Context: an optimization exercise on an open-source flow, tuned for small area, a short achievable clock period and few clock cycles per item. The choices shown serve that exercise and are no tape-out recipe.
The RTL was checked by simulation tests, not by an equivalence proof against the original design.
The clock port is modelled as an ideal driver, which makes a skipped or thinned clock tree look cheaper than it is; a real chip needs a root buffer or a tree.
No activity file was given, so power comes from the tool's default toggle rates.

== try-zinc ==
==> module b2bdu_mc_c, before the edit <==
module b2bdu_mc_c (
    input  wire       clk,
    input  wire       rst,         
    input  wire       in_valid,
    output wire       in_ready,
    input  wire [7:0] in_pix,      
    input  wire [1:0] in_px,       
    input  wire [1:0] in_py,       
    output wire       out_valid,
    input  wire       out_ready,
    output wire [7:0] out_pix      
);
    reg  [7:0] cur, prev;
    reg        p_v;                
    reg  [3:0] col, row;           
    reg  [1:0] px;                 
    reg  [1:0] py;                 
    reg  [7:0] hu;
    reg        h_v;                
    reg        h_o;                
    reg  [1:0] hpy;                
    reg  [7:0] lb [0:7];           
    reg  [7:0] o_pix, s_pix;
    reg        o_v, s_v;
    reg        rdy;                
    assign in_ready  = rdy;
    assign out_valid = o_v;
    assign out_pix   = o_pix;
    wire rdy_c   = ~p_v | ~h_v | ~s_v;     
    wire pop     = o_v & out_ready;
    wire h_go    = h_v & ~s_v;             
    wire h_free  = ~h_v | ~s_v;            
    wire p_go    = p_v & h_free;           
    wire p_h     = (col != 4'd0);          
    wire p_o     = (row != 4'd0);          
    wire push    = h_go & h_o;
    wire last    = (col == 4'd8) & (row == 4'd8);
    wire zero    = (col == 4'd0) & (row == 4'd0);
    wire beat0   = p_v ? last : zero;
    wire [7:0] u, d;
    mc_cf u_h (.p(px),  .a(prev),  .b(cur), .y(u));
    mc_cf u_v (.p(hpy), .a(lb[7]), .b(hu),  .y(d));
    wire p_v_n = ~rdy_c | in_valid;
    wire h_v_n = (p_go & p_h) | (h_v & ~h_go);
    wire s_v_n = ~out_ready & (s_v | (o_v & push));
    wire o_v_n = s_v | push | (o_v & ~out_ready);
    integer k;
    always @(posedge clk) begin
        if (rst) begin
            col <= 4'd0;
            row <= 4'd0;
            p_v <= 1'b0;
            h_v <= 1'b0;
            o_v <= 1'b0;
            s_v <= 1'b0;
            rdy <= 1'b1;
        end else begin
            if (p_go) begin
                if (col == 4'd8) begin
                    col <= 4'd0;
                    row <= (row == 4'd8) ? 4'd0 : row + 4'd1;
                end else begin
                    col <= col + 4'd1;
                end
            end
            p_v <= p_v_n;
            h_v <= h_v_n;
            o_v <= o_v_n;
            s_v <= s_v_n;
            rdy <= out_ready | ~p_v_n | ~h_v_n | ~(s_v | (o_v & push));
        end
    end
    always @(posedge clk) begin
        if (rdy_c)
            cur <= in_pix;
        if (p_go)
            prev <= cur;
        if (rdy_c & beat0) begin
            px <= in_px;
            py <= in_py;
        end
        if (p_go & p_h) begin
            hu  <= u;
            h_o <= p_o;
            hpy <= py;
        end
        if (h_go) begin
            lb[0] <= hu;
            for (k = 1; k < 8; k = k + 1)
                lb[k] <= lb[k - 1];
        end
        if (pop | ~o_v)
            o_pix <= s_v ? s_pix : d;
        if (~s_v)
            s_pix <= d;
    end
endmodule
clock: 15.0 ns
lec_check: 0
cap_margin: 20
core_margin: 2
core_utilization: 40
place_density: 0.6
slew_margin: 20
standard.sh (not shown) runs the stock make flow with config.mk's settings and CLKGATE_MAP_FILE= SYNTH_SCRIPT=/design/flow/synth_recipe.tcl, a recipe that flattens the netlist after the stock synthesis.
==> flow/flow/run.sh <==
#!/bin/bash
# Own layout flow: the standard flow (standard.sh) with these changes:
#  - synthesis is ORFS's synthesis run by standard.sh, with two settings
#    changed: full adders are not extracted into fa/ha cells before ABC
#    (ADDER_MAP_FILE empty), and ABC maps with flow/abc_map.script, an
#    area-recovering mapping (&nf -R 1000), instead of abc_speed.script;
#    registers are mapped exactly as in the standard synthesis;
#  - the port buffers are sky130_fd_sc_hd__buf_1 rather than the default
#    delay buffer, so every port still gets its own buffer;
#  - the clock tree is one level of buffers built by flow/mytree.tcl
#    (see there) instead of TritonCTS's two-level H-tree, followed by a
#    setup repair that aims at 11.3 ns of slack (a 3.7 ns period) rather
#    than 0, so the few slow gates get sized up.
# Each tool's full output stays in orfs/logs; make's output goes to
# synth.log and standard.log in the folder this runs in.
set -euo pipefail
rm -rf myscripts
cp -r "$FLOW_HOME/scripts" myscripts
cp flow/abc_map.script myscripts/abc_speed.script
SCRIPTS_DIR="$PWD/myscripts" ADDER_MAP_FILE= bash standard.sh synth > synth.log 2>&1
export BUFFER_PORTS_ARGS="-buffer_cell sky130_fd_sc_hd__buf_1"
export PRE_CTS_TCL="$PWD/flow/mytree.tcl"
export MY_CTS_NBUF=4
export MY_CTS_BUF=sky130_fd_sc_hd__clkbuf_16
export MY_SETUP_MARGIN=11.3
bash standard.sh > standard.log 2>&1
Other scripts of this flow, unchanged in this note and not shown: flow/flow/abc_map.script, flow/flow/mytree.tcl
Testbench counts of try-zinc, summed over its fixed seeds: cycles 38,896, blocks 480.
Here is what was changed in the inputs of try-maple compared with try-zinc.
==> flow/design.v, changed modules only <==
module b2bdu_mc_c (
    input  wire       clk,
    input  wire       rst,         
    input  wire       in_valid,
    output wire       in_ready,
    input  wire [7:0] in_pix,      
    input  wire [1:0] in_px,       
    input  wire [1:0] in_py,       
    output wire       out_valid,
    input  wire       out_ready,
    output wire [7:0] out_pix      
);
    reg  [7:0] cur, prev;
    reg        p_v;                
    reg  [3:0] col, row;           
    reg  [1:0] px;                 
    reg  [1:0] py;                 
    reg  [7:0] hu;
    reg        h_v;                
    reg  [1:0] hpy;                
    reg  [7:0] lb [0:7];           
    reg  [7:0] o_pix, s_pix;
    reg        o_v, s_v;
    reg        rdy;                
    assign in_ready  = rdy;
    assign out_valid = o_v;
    assign out_pix   = o_pix;
    wire rdy_c   = ~p_v | ~h_v | ~s_v;     
    wire pop     = o_v & out_ready;
    wire h_go    = h_v & ~s_v;             
    wire h_free  = ~h_v | ~s_v;            
    wire p_go    = p_v & h_free;           
    wire p_h     = (col != 4'd0);          
    wire h_o     = (col == 4'd0) ? (row != 4'd1) : (row != 4'd0);
    wire push    = h_go & h_o;
    wire last    = (col == 4'd8) & (row == 4'd8);
    wire zero    = (col == 4'd0) & (row == 4'd0);
    wire beat0   = p_v ? last : zero;
    wire [7:0] u, d;
    mc_cf u_h (.p(px),  .a(prev),  .b(cur), .y(u));
    mc_cf u_v (.p(hpy), .a(lb[7]), .b(hu),  .y(d));
    wire p_v_n = ~rdy_c | in_valid;
    wire h_v_n = (p_go & p_h) | (h_v & ~h_go);
    wire s_v_n = ~out_ready & (s_v | (o_v & push));
    wire o_v_n = s_v | push | (o_v & ~out_ready);
    integer k;
    always @(posedge clk) begin
        if (rst) begin
            col <= 4'd0;
            row <= 4'd0;
            p_v <= 1'b0;
            h_v <= 1'b0;
            o_v <= 1'b0;
            s_v <= 1'b0;
            rdy <= 1'b1;
        end else begin
            if (p_go) begin
                if (col == 4'd8) begin
                    col <= 4'd0;
                    row <= (row == 4'd8) ? 4'd0 : row + 4'd1;
                end else begin
                    col <= col + 4'd1;
                end
            end
            p_v <= p_v_n;
            h_v <= h_v_n;
            o_v <= o_v_n;
            s_v <= s_v_n;
            rdy <= out_ready | ~p_v_n | ~h_v_n | ~(s_v | (o_v & push));
        end
    end
    always @(posedge clk) begin
        if (rdy_c)
            cur <= in_pix;
        if (p_go)
            prev <= cur;
        if (rdy_c & beat0) begin
            px <= in_px;
            py <= in_py;
        end
        if (p_go & p_h) begin
            hu  <= u;
            hpy <= py;
        end
        if (h_go) begin
            lb[0] <= hu;
            for (k = 1; k < 8; k = k + 1)
                lb[k] <= lb[k - 1];
        end
        if (pop | ~o_v)
            o_pix <= s_v ? s_pix : d;
        if (~s_v)
            s_pix <= d;
    end
endmodule
## What came out
- Delta(global-route usage, try-maple - try-zinc) < 0
- Diff try-zinc -> try-maple: post-detailed-placement cell area rose by about 0.7%; number of flops mapped to enable cells by yosys went down by 1.
- Number of cells produced by synthesis was lower in try-zinc than in try-maple.
- The fraction of area in multi-input gates was comparable across try-maple and try-zinc.
- Where total power after layout is concerned, try-zinc is outperformed by try-maple.
Testbench counts of try-maple, summed over its fixed seeds: cycles 38,896, blocks 480.
In every run of this note, the design's own scripts or RTL, not TritonCTS, make the clock network.

* * *

Another version of the RTL of b2bdu_mc_c (not shown whole).
For scale: ~360 cells after synthesis, about 0.0055 sq mm of cells after synthesis.
==> module mc_cf, before the edit <==
module mc_cf (
    input  wire       p3,
    input  wire       p2,
    input  wire       p0,
    input  wire [7:0] a,
    input  wire [7:0] b,
    output wire [7:0] y
);
    wire [7:0] u = p3 ? b : a;
    wire [7:0] v = p2 ? b : a;
    wire [7:0] w = p0 ? a : b;
    wire [10:0] sum = {2'b00, u, 1'b0} + {3'b000, v} + {3'b000, w} + 11'd2;
    assign y = sum[9:2];
endmodule
==> module b2bdu_mc_c, before the edit <==
module b2bdu_mc_c (
    input  wire       clk,
    input  wire       rst,         
    input  wire       in_valid,
    output wire       in_ready,
    input  wire [7:0] in_pix,      
    input  wire [1:0] in_px,       
    input  wire [1:0] in_py,       
    output wire       out_valid,
    input  wire       out_ready,
    output wire [7:0] out_pix      
);
    reg  [7:0] cur, prev;
    reg        p_v;                
    reg  [3:0] col, row;           
    reg        x3, x2, x0;         
    reg  [1:0] py;                 
    reg  [7:0] hu;
    reg        h_v;                
    reg        h_o;                
    reg        hy3, hy2, hy0;      
    reg  [7:0] lb [0:7];           
    reg  [7:0] o_pix, s_pix;
    reg        o_v, s_v;
    reg        rdy;                
    assign in_ready  = rdy;
    assign out_valid = o_v;
    assign out_pix   = o_pix;
    wire rdy_c   = ~p_v | ~h_v | ~s_v;     
    wire pop     = o_v & out_ready;
    wire h_go    = h_v & ~s_v;             
    wire h_free  = ~h_v | ~s_v;            
    wire p_go    = p_v & h_free;           
    wire p_h     = (col != 4'd0);          
    wire p_o     = (row != 4'd0);          
    wire push    = h_go & h_o;
    wire last    = (col == 4'd8) & (row == 4'd8);
    wire zero    = (col == 4'd0) & (row == 4'd0);
    wire beat0   = p_v ? last : zero;
    wire [7:0] u, d;
    mc_cf u_h (.p3(x3),  .p2(x2),  .p0(x0),  .a(prev),  .b(cur), .y(u));
    mc_cf u_v (.p3(hy3), .p2(hy2), .p0(hy0), .a(lb[7]), .b(hu),  .y(d));
    wire p_v_n = ~rdy_c | in_valid;
    wire h_v_n = (p_go & p_h) | (h_v & ~h_go);
    wire s_v_n = s_v ? ~pop : (o_v & ~pop & push);
    wire o_v_n = s_v | push | (o_v & ~pop);
    integer k;
    always @(posedge clk) begin
        if (rst) begin
            col <= 4'd0;
            row <= 4'd0;
            p_v <= 1'b0;
            h_v <= 1'b0;
            o_v <= 1'b0;
            s_v <= 1'b0;
            rdy <= 1'b1;
        end else begin
            if (p_go) begin
                if (col == 4'd8) begin
                    col <= 4'd0;
                    row <= (row == 4'd8) ? 4'd0 : row + 4'd1;
                end else begin
                    col <= col + 4'd1;
                end
            end
            p_v <= p_v_n;
            h_v <= h_v_n;
            o_v <= o_v_n;
            s_v <= s_v_n;
            rdy <= ~p_v_n | ~h_v_n | ~s_v_n;
        end
    end
    always @(posedge clk) begin
        if (rdy_c)
            cur <= in_pix;
        if (p_go)
            prev <= cur;
        if (rdy_c & beat0) begin
            x3 <= (in_px == 2'd3);
            x2 <= (in_px == 2'd2);
            x0 <= (in_px == 2'd0);
            py <= in_py;
        end
        if (p_go & p_h) begin
            hu  <= u;
            h_o <= p_o;
            hy3 <= (py == 2'd3);
            hy2 <= (py == 2'd2);
            hy0 <= (py == 2'd0);
        end
        if (h_go) begin
            lb[0] <= hu;
            for (k = 1; k < 8; k = k + 1)
                lb[k] <= lb[k - 1];
        end
        if (pop | ~o_v)
            o_pix <= s_v ? s_pix : d;
        if (~s_v)
            s_pix <= d;
    end
endmodule
export LEC_CHECK = 0
export CAP_MARGIN = 20
export CORE_MARGIN = 2
export CORE_UTILIZATION = 40
export PLACE_DENSITY = 0.6
export SLEW_MARGIN = 20
create_clock -name core_clock -period 15.0 [get_ports {clk}]
==> flow/flow/run.sh <==
#!/bin/bash
set -euo pipefail
export BUFFER_PORTS_ARGS="-buffer_cell sky130_fd_sc_hd__buf_1"
export PRE_CTS_TCL="$PWD/flow/mytree.tcl"
export MY_CTS_NBUF=4
export MY_CTS_BUF=sky130_fd_sc_hd__clkbuf_16
bash standard.sh > standard.log 2>&1
Other scripts of this flow, unchanged in this note and not shown: flow/flow/mytree.tcl
The first run ran to the end with no violations.
Testbench counts at the start, summed over its fixed seeds: cycles 38,896, blocks 480.
Rerun with:
--- a/flow/design.v
+++ b/flow/design.v
@@ -1,18 +1,15 @@
 module mc_cf (
-    input  wire       p3,
-    input  wire       p2,
-    input  wire       p0,
+    input  wire [1:0] p,
     input  wire [7:0] a,
     input  wire [7:0] b,
     output wire [7:0] y
 );
-    wire [7:0] u = p3 ? b : a;
-    wire [7:0] v = p2 ? b : a;
-    wire [7:0] w = p0 ? a : b;
-    wire [10:0] sum = {2'b00, u, 1'b0} + {3'b000, v} + {3'b000, w} + 11'd2;
+    wire [7:0] u = p[1] ? b : a;
+    wire [7:0] w = p[0] ? b : a;
+    wire [10:0] sum = {2'b00, u, 1'b0} + {3'b000, a} + {3'b000, w} + 11'd2;
     assign y = sum[9:2];
 endmodule
 module b2bdu_mc_c (
     input  wire       clk,
     input  wire       rst,         
     input  wire       in_valid,
@@ -24,18 +21,18 @@
     input  wire       out_ready,
     output wire [7:0] out_pix      
 );
     reg  [7:0] cur, prev;
     reg        p_v;                
     reg  [3:0] col, row;           
-    reg        x3, x2, x0;         
+    reg  [1:0] px;                 
     reg  [1:0] py;                 
     reg  [7:0] hu;
     reg        h_v;                
     reg        h_o;                
-    reg        hy3, hy2, hy0;      
+    reg  [1:0] hpy;                
     reg  [7:0] lb [0:7];           
     reg  [7:0] o_pix, s_pix;
     reg        o_v, s_v;
     reg        rdy;                
     assign in_ready  = rdy;
     assign out_valid = o_v;
@@ -49,14 +46,14 @@
     wire p_o     = (row != 4'd0);          
     wire push    = h_go & h_o;
     wire last    = (col == 4'd8) & (row == 4'd8);
     wire zero    = (col == 4'd0) & (row == 4'd0);
     wire beat0   = p_v ? last : zero;
     wire [7:0] u, d;
-    mc_cf u_h (.p3(x3),  .p2(x2),  .p0(x0),  .a(prev),  .b(cur), .y(u));
-    mc_cf u_v (.p3(hy3), .p2(hy2), .p0(hy0), .a(lb[7]), .b(hu),  .y(d));
+    mc_cf u_h (.p(px),  .a(prev),  .b(cur), .y(u));
+    mc_cf u_v (.p(hpy), .a(lb[7]), .b(hu),  .y(d));
     wire p_v_n = ~rdy_c | in_valid;
     wire h_v_n = (p_go & p_h) | (h_v & ~h_go);
     wire s_v_n = s_v ? ~pop : (o_v & ~pop & push);
     wire o_v_n = s_v | push | (o_v & ~pop);
     integer k;
     always @(posedge clk) begin
@@ -87,23 +84,19 @@
     always @(posedge clk) begin
         if (rdy_c)
             cur <= in_pix;
         if (p_go)
             prev <= cur;
         if (rdy_c & beat0) begin
-            x3 <= (in_px == 2'd3);
-            x2 <= (in_px == 2'd2);
-            x0 <= (in_px == 2'd0);
+            px <= in_px;
             py <= in_py;
         end
         if (p_go & p_h) begin
             hu  <= u;
             h_o <= p_o;
-            hy3 <= (py == 2'd3);
-            hy2 <= (py == 2'd2);
-            hy0 <= (py == 2'd0);
+            hpy <= py;
         end
         if (h_go) begin
             lb[0] <= hu;
             for (k = 1; k < 8; k = k + 1)
                 lb[k] <= lb[k - 1];
         end
What happened: The changed run completed without violations; maximum frequency stays flat; die area is lower by a few percent; worst hold slack gains 0.0072 ns; via count is lower by a few percent; global-route usage is lower by 0.48 points; utilization is higher by 0.19 points; power is lower by a little under a tenth; worst setup slack gains 0.0044 ns; wire length is lower by a few percent; cell count is lower by a few percent; design area is lower by a few percent; sequential cell count is lower by 2.
Testbench counts after the change, summed over its fixed seeds: cycles 38,896, blocks 480.
No run of this note takes its clock network from TritonCTS; it comes from the design's own scripts or RTL.

## separate check: timing with driven ports
The flow's constraints put no driver on any port. The routed layouts listed below were extracted and timed again, unchanged, in two steps.
Step 1, drivers: a clkbuf_16 drives clk and a buf_2 each remaining input, both assumed.
Step 2 also shifts input and output timing later by t, the mid clock arrival at the registers, as if the neighbouring blocks saw the same clock.
Three values: no drivers, after step 1, after step 2; two values: the first two.
| run | t (ns) | setup slack, ns | worst setup path after step 2 | latest minus earliest clock arrival (ns) | worst data-port slew with drivers (ns) |
|---|---|---|---|---|---|
| try-zinc | 0.248 | 11.276 / 11.216 / 11.088 | input to register | 0.012 / 0.011 | 0.04 |
| try-maple | 0.246 | 11.310 / 11.230 / 11.150 | input to register | 0.012 / 0.013 | 0.03 |
| the first run of note 2 | 0.246 | 11.269 / 11.189 / 11.186 | input to register | 0.011 / 0.011 | 0.03 |
| the second run of note 2 | 0.247 | 11.273 / 11.192 / 11.172 | input to register | 0.013 / 0.013 | 0.04 |
After both steps setup and hold are still met in every run listed. For try-zinc, which loses most, drivers alone change the setup slack by -0.060 ns; drivers and shift together by -0.188 ns.
